From an optimization exercise on the open Yosys and OpenROAD flow, aimed at small area, a short achievable clock period and few clock cycles; shortcuts taken in it are not production practice. Function was checked by simulation only, so behaviour that the tests miss may differ from the original. Power is estimated from default activity; no workload was simulated.

==> inputs of 02-06 <==
## ege_rqcc
module ege_rqcc (
    input  wire         clk,
    input  wire         rst,           
    input  wire         req_valid,
    input  wire         req_agent,     
    input  wire [127:0] req_word,
    output wire         req_ready,
    output wire         rsp_valid,
    output wire [127:0] rsp_word,
    output wire         fault_valid,
    output wire [3:0]   fault_cause,
    output wire         fault_agent,
    output wire [127:0] fault_req
);
Settings: LEC_CHECK=0, CAP_MARGIN=20, CORE_MARGIN=2, CORE_UTILIZATION=60, CTS_BUF_LIST=sky130_fd_sc_hd__clkbuf_4 sky130_fd_sc_hd__clkbuf_8, SETUP_SLACK_MARGIN=5, SLEW_MARGIN=20; clock period 10.0 ns.
standard.sh (not shown) runs the stock make flow with config.mk's settings and CLKGATE_MAP_FILE= SYNTH_SCRIPT=/design/flow/synth_recipe.tcl, a recipe that flattens the netlist after the stock synthesis.
==> flow/flow/run.sh <==
#!/bin/bash
set -euo pipefail
bash standard.sh "BUFFER_PORTS_ARGS=-buffer_cell sky130_fd_sc_hd__buf_2" finish > standard.log 2>&1
==> 04-12: changes against 02-06 <==
--- a/flow/design.v
+++ b/flow/design.v
@@ -35,14 +35,10 @@
     reg          rsp_valid_q;
     reg  [127:0] rsp_q;
     reg          fault_q;
     reg  [3:0]   cause_q;
     reg          fagent_q;
-    reg          pf_q;
-    reg  [3:0]   pcause_q;
-    reg          pagent_q;
-    reg  [127:0] lreq_q;               
     reg  [31:0]  q_slot [0:5];         
     reg  [2:0]   q_rd   [0:1];
     reg  [2:0]   q_wr   [0:1];
     reg  [1:0]   q_fl;                 
     reg  [1:0]   q_em;                 
@@ -51,10 +47,11 @@
     reg  [15:0]  c_hot  [0:1];         
     reg  [3:0]   r_hot  [0:1];         
     reg  [6:0]   hw     [0:1];         
     reg  [3:0]   nrec   [0:1];         
     reg  [7:0]   rtype  [0:1];         
+    reg  [5:0]   rpos   [0:13];        
     reg  [1:0]   writable;
     reg  [1:0]   room_c;              
     reg  [1:0]   room_r;              
     reg  [511:0] snap;                
     reg  [7:0]   fb_rect;             
@@ -109,12 +106,16 @@
             OP_FB_READ:    f_port = !req_agent;
             default:       f_port = 1'b0;
         endcase
     end
     wire [6:0]   cur     = cursor[ub];
-    wire [6:0]   rec_sz  = is_rect ? 7'd14 : 7'd5;
-    wire [7:0]   cur_end = {1'b0, cur} + {1'b0, rec_sz};
+    wire [7:0]   c5_0    = {1'b0, cursor[0]} + 8'd5;
+    wire [7:0]   c5_1    = {1'b0, cursor[1]} + 8'd5;
+    wire [7:0]   c14_0   = {1'b0, cursor[0]} + 8'd14;
+    wire [7:0]   c14_1   = {1'b0, cursor[1]} + 8'd14;
+    wire [7:0]   cur_end = is_rect ? (ub ? c14_1 : c14_0) : (ub ? c5_1 : c5_0);
+    wire [1:0]   hw_up   = {cursor[1] > hw[1], cursor[0] > hw[0]};
     wire         f_nwr  = is_rec && !writable[ub];
     wire         f_ovf  = is_rec && !(is_rect ? room_r[ub] : room_c[ub]);
     wire         f_len  = is_decn && (val > 32'd64);
     wire         f_idx  = is_fbr && ((val[31:4] != 28'd0) || (val[3:0] >= fb_count));
     wire [3:0]   f_cause = f_illegal ? F_ILLEGAL    :
@@ -135,19 +136,10 @@
                               : (({32{qr[0]}} & q_slot[0]) | ({32{qr[1]}} & q_slot[1]) | ({32{qr[2]}} & q_slot[2]));
     wire [3:0]   nr      = nrec[ub];
     wire         dec_ff  = (nr > 4'd8);
     wire [3:0]   dec_n   = dec_ff ? 4'd8 : nr;
     wire [7:0]   rt      = rtype[ub];
-    reg  [5:0]   dpos [1:7];
-    reg  [7:0]   pc8;
-    always @(*) begin
-        pc8 = 8'd0;
-        for (i = 1; i < 8; i = i + 1) begin
-            pc8 = pc8 + {7'd0, rt[i - 1]};
-            dpos[i] = 6'd5 * i[5:0] + 6'd9 * pc8[5:0];    
-        end
-    end
     wire [127:0] recv = is_rect ? {16'd0, req_word[127:64], val, layer, 8'h01}
                                 : {88'd0, val, 8'h00};
     wire [3:0]   c_lo = cur[3:0];
     wire [255:0] recv2 = {recv, recv} << (8 * c_lo);
     wire [127:0] lane_w = recv2[255:128];    
@@ -176,28 +168,35 @@
     wire wr_go = accept && is_rec;
     wire         dec_go  = accept && is_dec;
     wire         decn_go = accept && is_decn;    
     wire         cp_go   = dec_go || decn_go;
     wire [2:0]   fi      = val[2:0];
-    reg  [5:0]   fpos;
+    wire         frect   = fb_rect[fi];
+    reg  [5:0]   ep;
+    integer      wi, wj;
+    reg  [15:0]  ewrap [0:8];
+    reg  [5:0]   epos  [0:8];
     always @(*) begin
-        fpos = 6'd0;
-        for (i = 1; i < 8; i = i + 1)
-            if (fi == i)
-                fpos = fb_pos[i];
+        for (wi = 0; wi < 9; wi = wi + 1) begin
+            ep = (wi == 8) ? e_pos[5:0] : (wi == 0) ? 6'd0 : fb_pos[wi];
+            epos[wi] = ep;
+            for (wj = 0; wj < 16; wj = wj + 1)
+                ewrap[wi][wj] = (wj < ep[3:0]);
+        end
     end
-    wire         frect   = fb_rect[fi];
-    wire [5:0]   wp      = e_busy ? e_pos[5:0] : fpos;    
+    wire [3:0]   wsel    = e_busy ? 4'd8 : {1'b0, fi};    
+    wire [5:0]   wpos    = epos[wsel];
+    wire [15:0]  wwrap   = ewrap[wsel];
+    wire [1:0]   wr0     = wpos[5:4];
+    wire [1:0]   wr1     = wpos[5:4] + 2'd1;
+    wire [3:0]   wrot    = wpos[3:0];
     reg  [127:0] sbank;                      
-    reg  [1:0]   rd_row;
     always @(*) begin
-        for (i = 0; i < 16; i = i + 1) begin
-            rd_row = wp[5:4] + ((i[3:0] < wp[3:0]) ? 2'd1 : 2'd0);
-            sbank[8*i +: 8] = snap[8*{rd_row, i[3:0]} +: 8];
-        end
+        for (i = 0; i < 16; i = i + 1)
+            sbank[8*i +: 8] = snap[8*{(wwrap[i] ? wr1 : wr0), i[3:0]} +: 8];
     end
-    wire [255:0] sbank2 = {sbank, sbank} >> (8 * wp[3:0]);
+    wire [255:0] sbank2 = {sbank, sbank} >> (8 * wrot);
     wire [111:0] win    = sbank2[111:0];     
     wire         s_act = e_busy && !fault_q;
     wire [6:0]   e_hw    = (cursor[e_buf] > hw[e_buf]) ? cursor[e_buf] : hw[e_buf];
     wire         k_rect  = k_op[0];
     wire         t_exh   = k_exh;
@@ -238,13 +237,13 @@
     assign rsp_valid   = rsp_valid_q;
     assign rsp_word    = rsp_q;
     assign fault_valid = fault_q;
     assign fault_cause = cause_q;
     assign fault_agent = fagent_q;
-    assign fault_req   = {128{fault_q}} & lreq_q;    
+    assign fault_req   = {128{fault_q}} & snap[127:0];    
     wire         acc_fault = accept && f_any;
-    wire         fault_n   = fault_q || acc_fault || pf_q || s_fault;
+    wire         fault_n   = fault_q || acc_fault || s_fault;
     wire         busy_n    = decn_go ? 1'b1 : (s_act && s_last) ? 1'b0 : e_busy;
     wire         ready_n   = !fault_n && !busy_n;
     always @(posedge clk) begin
         for (j = 0; j < 128; j = j + 1)
             if (wr_go && (j / 64 == ub) && lane_on[j % 16] && lane_row[j % 16][(j / 16) % 4])
@@ -254,16 +253,21 @@
         for (j = 0; j < 6; j = j + 1)
             if (accept && is_push && !q_full && (j / 3 == ub) && qw[j % 3])
                 q_slot[j] <= val;
     end
     always @(posedge clk) begin
+        if (!fault_q && (acc_fault || s_fault))
+            snap[127:0] <= acc_fault ? req_word
+                         : {64'd0, 25'd0, e_len, 16'd0, 7'd0, e_buf, 4'd0, OP_DECODE_N};
+        else if (cp_go)
+            snap[127:0] <= ub ? mem[639:512] : mem[127:0];
         if (cp_go)
-            snap <= ub ? mem[1023:512] : mem[511:0];
+            snap[511:128] <= ub ? mem[1023:640] : mem[511:128];
         if (dec_go) begin
             fb_rect <= rt;
             for (j = 1; j < 8; j = j + 1)
-                fb_pos[j] <= dpos[j];
+                fb_pos[j] <= rpos[7 * ub + j - 1];
         end
         if (s_take) begin
             fb_rect[e_n[2:0]] <= k_rect;
             for (j = 1; j < 8; j = j + 1)
                 if (e_n[2:0] == j)
@@ -277,11 +281,10 @@
             rsp_q <= rsp_x;
     end
     always @(posedge clk) begin
         if (rst) begin
             ready_q     <= 1'b1;
-            pf_q        <= 1'b0;
             rsp_valid_q <= 1'b0;
             fault_q     <= 1'b0;
             cause_q     <= 4'd0;
             fagent_q    <= 1'b0;
             q_rd[0]     <= 3'b001;
@@ -307,26 +310,22 @@
             e_busy      <= 1'b0;
         end else begin
             ready_q     <= ready_n;
             rsp_valid_q <= (accept && !f_any && !is_decn) || s_answer;
             e_busy      <= busy_n;
-            pf_q <= acc_fault;
             if (!fault_q) begin
-                if (pf_q) begin
+                if (acc_fault) begin
                     fault_q  <= 1'b1;
-                    cause_q  <= pcause_q;
-                    fagent_q <= pagent_q;
+                    cause_q  <= f_cause;
+                    fagent_q <= req_agent;
                 end else if (s_fault) begin
                     fault_q  <= 1'b1;
                     cause_q  <= F_UNWRITTEN;
                     fagent_q <= 1'b1;
                 end
             end
             if (accept) begin
-                lreq_q   <= req_word;
-                pcause_q <= f_cause;
-                pagent_q <= req_agent;
                 if (is_push && !q_full) begin
                     q_wr[ub] <= qw1;
                     q_em[ub] <= 1'b0;
                     q_fl[ub] <= (qw1 == qr);
                 end
@@ -335,11 +334,11 @@
                     q_fl[ub] <= 1'b0;
                     q_em[ub] <= (qr1 == qw);
                 end
                 if (is_begin) begin
                     cursor[ub]   <= 7'd0;
-                    if (cur > hw[ub])
+                    if (hw_up[ub])
                         hw[ub]   <= cur;
                     writable[ub] <= 1'b1;
                     room_c[ub]   <= 1'b1;
                     room_r[ub]   <= 1'b1;
                     c_hot[ub]    <= 16'd1;
@@ -354,10 +353,13 @@
                     r_hot[ub]  <= 4'd1 << cur_end[5:4];
                     room_r[ub] <= (cur_end <= 8'd50);
                     nrec[ub]   <= nr + 4'd1;
                     if (!nr[3])
                         rtype[ub][nr[2:0]] <= is_rect;
+                    for (j = 1; j < 8; j = j + 1)
+                        if (nr == j - 1)
+                            rpos[7 * ub + j - 1] <= cur_end[5:0];
                 end
                 if (is_seal)
                     writable[ub] <= 1'b0;
             end
             if (dec_go)
==> flow/flow/run.sh (replaced) <==
#!/bin/bash
set -euo pipefail
bash standard.sh SETUP_SLACK_MARGIN=5.5 "BUFFER_PORTS_ARGS=-buffer_cell sky130_fd_sc_hd__buf_2" finish > standard.log 2>&1
Settings changed: SETUP_SLACK_MARGIN 5 to not set.
==> 06-26: changes against 02-06 <==
--- a/flow/design.v
+++ b/flow/design.v
@@ -35,14 +35,10 @@
     reg          rsp_valid_q;
     reg  [127:0] rsp_q;
     reg          fault_q;
     reg  [3:0]   cause_q;
     reg          fagent_q;
-    reg          pf_q;
-    reg  [3:0]   pcause_q;
-    reg          pagent_q;
-    reg  [127:0] lreq_q;               
     reg  [31:0]  q_slot [0:5];         
     reg  [2:0]   q_rd   [0:1];
     reg  [2:0]   q_wr   [0:1];
     reg  [1:0]   q_fl;                 
     reg  [1:0]   q_em;                 
@@ -109,12 +105,16 @@
             OP_FB_READ:    f_port = !req_agent;
             default:       f_port = 1'b0;
         endcase
     end
     wire [6:0]   cur     = cursor[ub];
-    wire [6:0]   rec_sz  = is_rect ? 7'd14 : 7'd5;
-    wire [7:0]   cur_end = {1'b0, cur} + {1'b0, rec_sz};
+    wire [7:0]   c5_0    = {1'b0, cursor[0]} + 8'd5;
+    wire [7:0]   c5_1    = {1'b0, cursor[1]} + 8'd5;
+    wire [7:0]   c14_0   = {1'b0, cursor[0]} + 8'd14;
+    wire [7:0]   c14_1   = {1'b0, cursor[1]} + 8'd14;
+    wire [7:0]   cur_end = is_rect ? (ub ? c14_1 : c14_0) : (ub ? c5_1 : c5_0);
+    wire [1:0]   hw_up   = {cursor[1] > hw[1], cursor[0] > hw[0]};
     wire         f_nwr  = is_rec && !writable[ub];
     wire         f_ovf  = is_rec && !(is_rect ? room_r[ub] : room_c[ub]);
     wire         f_len  = is_decn && (val > 32'd64);
     wire         f_idx  = is_fbr && ((val[31:4] != 28'd0) || (val[3:0] >= fb_count));
     wire [3:0]   f_cause = f_illegal ? F_ILLEGAL    :
@@ -135,17 +135,21 @@
                               : (({32{qr[0]}} & q_slot[0]) | ({32{qr[1]}} & q_slot[1]) | ({32{qr[2]}} & q_slot[2]));
     wire [3:0]   nr      = nrec[ub];
     wire         dec_ff  = (nr > 4'd8);
     wire [3:0]   dec_n   = dec_ff ? 4'd8 : nr;
     wire [7:0]   rt      = rtype[ub];
-    reg  [5:0]   dpos [1:7];
-    reg  [7:0]   pc8;
+    reg  [5:0]   dpos0 [1:7];
+    reg  [5:0]   dpos1 [1:7];
+    reg  [7:0]   pc0, pc1;
     always @(*) begin
-        pc8 = 8'd0;
+        pc0 = 8'd0;
+        pc1 = 8'd0;
         for (i = 1; i < 8; i = i + 1) begin
-            pc8 = pc8 + {7'd0, rt[i - 1]};
-            dpos[i] = 6'd5 * i[5:0] + 6'd9 * pc8[5:0];    
+            pc0 = pc0 + {7'd0, rtype[0][i - 1]};
+            pc1 = pc1 + {7'd0, rtype[1][i - 1]};
+            dpos0[i] = 6'd5 * i[5:0] + 6'd9 * pc0[5:0];    
+            dpos1[i] = 6'd5 * i[5:0] + 6'd9 * pc1[5:0];
         end
     end
     wire [127:0] recv = is_rect ? {16'd0, req_word[127:64], val, layer, 8'h01}
                                 : {88'd0, val, 8'h00};
     wire [3:0]   c_lo = cur[3:0];
@@ -176,28 +180,35 @@
     wire wr_go = accept && is_rec;
     wire         dec_go  = accept && is_dec;
     wire         decn_go = accept && is_decn;    
     wire         cp_go   = dec_go || decn_go;
     wire [2:0]   fi      = val[2:0];
-    reg  [5:0]   fpos;
+    wire         frect   = fb_rect[fi];
+    reg  [5:0]   ep;
+    integer      wi, wj;
+    reg  [15:0]  ewrap [0:8];
+    reg  [5:0]   epos  [0:8];
     always @(*) begin
-        fpos = 6'd0;
-        for (i = 1; i < 8; i = i + 1)
-            if (fi == i)
-                fpos = fb_pos[i];
+        for (wi = 0; wi < 9; wi = wi + 1) begin
+            ep = (wi == 8) ? e_pos[5:0] : (wi == 0) ? 6'd0 : fb_pos[wi];
+            epos[wi] = ep;
+            for (wj = 0; wj < 16; wj = wj + 1)
+                ewrap[wi][wj] = (wj < ep[3:0]);
+        end
     end
-    wire         frect   = fb_rect[fi];
-    wire [5:0]   wp      = e_busy ? e_pos[5:0] : fpos;    
+    wire [3:0]   wsel    = e_busy ? 4'd8 : {1'b0, fi};    
+    wire [5:0]   wpos    = epos[wsel];
+    wire [15:0]  wwrap   = ewrap[wsel];
+    wire [1:0]   wr0     = wpos[5:4];
+    wire [1:0]   wr1     = wpos[5:4] + 2'd1;
+    wire [3:0]   wrot    = wpos[3:0];
     reg  [127:0] sbank;                      
-    reg  [1:0]   rd_row;
     always @(*) begin
-        for (i = 0; i < 16; i = i + 1) begin
-            rd_row = wp[5:4] + ((i[3:0] < wp[3:0]) ? 2'd1 : 2'd0);
-            sbank[8*i +: 8] = snap[8*{rd_row, i[3:0]} +: 8];
-        end
+        for (i = 0; i < 16; i = i + 1)
+            sbank[8*i +: 8] = snap[8*{(wwrap[i] ? wr1 : wr0), i[3:0]} +: 8];
     end
-    wire [255:0] sbank2 = {sbank, sbank} >> (8 * wp[3:0]);
+    wire [255:0] sbank2 = {sbank, sbank} >> (8 * wrot);
     wire [111:0] win    = sbank2[111:0];     
     wire         s_act = e_busy && !fault_q;
     wire [6:0]   e_hw    = (cursor[e_buf] > hw[e_buf]) ? cursor[e_buf] : hw[e_buf];
     wire         k_rect  = k_op[0];
     wire         t_exh   = k_exh;
@@ -238,13 +249,13 @@
     assign rsp_valid   = rsp_valid_q;
     assign rsp_word    = rsp_q;
     assign fault_valid = fault_q;
     assign fault_cause = cause_q;
     assign fault_agent = fagent_q;
-    assign fault_req   = {128{fault_q}} & lreq_q;    
+    assign fault_req   = {128{fault_q}} & snap[127:0];    
     wire         acc_fault = accept && f_any;
-    wire         fault_n   = fault_q || acc_fault || pf_q || s_fault;
+    wire         fault_n   = fault_q || acc_fault || s_fault;
     wire         busy_n    = decn_go ? 1'b1 : (s_act && s_last) ? 1'b0 : e_busy;
     wire         ready_n   = !fault_n && !busy_n;
     always @(posedge clk) begin
         for (j = 0; j < 128; j = j + 1)
             if (wr_go && (j / 64 == ub) && lane_on[j % 16] && lane_row[j % 16][(j / 16) % 4])
@@ -254,16 +265,21 @@
         for (j = 0; j < 6; j = j + 1)
             if (accept && is_push && !q_full && (j / 3 == ub) && qw[j % 3])
                 q_slot[j] <= val;
     end
     always @(posedge clk) begin
+        if (!fault_q && (acc_fault || s_fault))
+            snap[127:0] <= acc_fault ? req_word
+                         : {64'd0, 25'd0, e_len, 16'd0, 7'd0, e_buf, 4'd0, OP_DECODE_N};
+        else if (cp_go)
+            snap[127:0] <= ub ? mem[639:512] : mem[127:0];
         if (cp_go)
-            snap <= ub ? mem[1023:512] : mem[511:0];
+            snap[511:128] <= ub ? mem[1023:640] : mem[511:128];
         if (dec_go) begin
             fb_rect <= rt;
             for (j = 1; j < 8; j = j + 1)
-                fb_pos[j] <= dpos[j];
+                fb_pos[j] <= ub ? dpos1[j] : dpos0[j];
         end
         if (s_take) begin
             fb_rect[e_n[2:0]] <= k_rect;
             for (j = 1; j < 8; j = j + 1)
                 if (e_n[2:0] == j)
@@ -277,11 +293,10 @@
             rsp_q <= rsp_x;
     end
     always @(posedge clk) begin
         if (rst) begin
             ready_q     <= 1'b1;
-            pf_q        <= 1'b0;
             rsp_valid_q <= 1'b0;
             fault_q     <= 1'b0;
             cause_q     <= 4'd0;
             fagent_q    <= 1'b0;
             q_rd[0]     <= 3'b001;
@@ -307,26 +322,22 @@
             e_busy      <= 1'b0;
         end else begin
             ready_q     <= ready_n;
             rsp_valid_q <= (accept && !f_any && !is_decn) || s_answer;
             e_busy      <= busy_n;
-            pf_q <= acc_fault;
             if (!fault_q) begin
-                if (pf_q) begin
+                if (acc_fault) begin
                     fault_q  <= 1'b1;
-                    cause_q  <= pcause_q;
-                    fagent_q <= pagent_q;
+                    cause_q  <= f_cause;
+                    fagent_q <= req_agent;
                 end else if (s_fault) begin
                     fault_q  <= 1'b1;
                     cause_q  <= F_UNWRITTEN;
                     fagent_q <= 1'b1;
                 end
             end
             if (accept) begin
-                lreq_q   <= req_word;
-                pcause_q <= f_cause;
-                pagent_q <= req_agent;
                 if (is_push && !q_full) begin
                     q_wr[ub] <= qw1;
                     q_em[ub] <= 1'b0;
                     q_fl[ub] <= (qw1 == qr);
                 end
@@ -335,11 +346,11 @@
                     q_fl[ub] <= 1'b0;
                     q_em[ub] <= (qr1 == qw);
                 end
                 if (is_begin) begin
                     cursor[ub]   <= 7'd0;
-                    if (cur > hw[ub])
+                    if (hw_up[ub])
                         hw[ub]   <= cur;
                     writable[ub] <= 1'b1;
                     room_c[ub]   <= 1'b1;
                     room_r[ub]   <= 1'b1;
                     c_hot[ub]    <= 16'd1;
Settings changed: CORE_UTILIZATION 60 to 50.
==> qor summary <==
                                                                 04-12           02-06           06-26
Result of the run                                       finished clean  finished clean  finished clean
Post-route minimum period                                      5.08 ns         5.57 ns         5.19 ns
First-pass DRT Iterations                                           17              10              11
Final-layout non-clock buffer area share                        0.0768          0.0489          0.0504
Fraction of power consumed by combinational cells                0.317           0.252           0.266
Fraction of area in multi-input gates                            0.335           0.316           0.343
Worst slew margin relative to its limit                          0.168           0.172           0.137
Place WS                                                       2.11 ns         1.90 ns         1.52 ns
Number of gates on the worst path with buffers counted              17              22              10
Met1 layer usage reported by global route                        0.642           0.544           0.576
Nets                                                              9198            8061            9140
Signal buffers                                                    1016             740             778
Share of synthesized area spent on multiplexers                  0.111           0.157           0.110
Post-layout util                                                 0.743           0.711           0.589
Testbench counts of 02-06, summed over its fixed seeds: cycles 8,638.
Testbench counts of 04-12, summed over its fixed seeds: cycles 8,638.
Testbench counts of 06-26, summed over its fixed seeds: cycles 8,638.

==> static timing again, ports no longer ideal <==
In the flow no input, the clock included, has a driving cell. The finished layouts below were timed again as built, in two steps. Step 1, drivers: a clkbuf_16 drives clk and a buf_2 each remaining input, both assumed. Step 2 adds t to the input delays and takes it off the output delays; t is the mean of the earliest and latest rising clock arrival at the registers after step 1. Input paths then give back, and output paths get back, about the clock's delay inside the block. a / b / c = ideal ports / drivers / drivers and shift; a / b = the first two.
run	t, ns	setup WS [ns]	worst register clock-pin slew, ns
02-06	1.133	4.432 / 4.313 / 3.180	0.07 / 0.07
04-12	1.155	4.919 / 4.799 / 3.643	0.08 / 0.08
06-26	1.176	4.814 / 4.742 / 3.566	0.07 / 0.07
After both steps every run listed still meets setup and hold. The setup slack of 04-12, which loses most, moves by -0.120 ns with the drivers and by -1.276 ns with both steps.
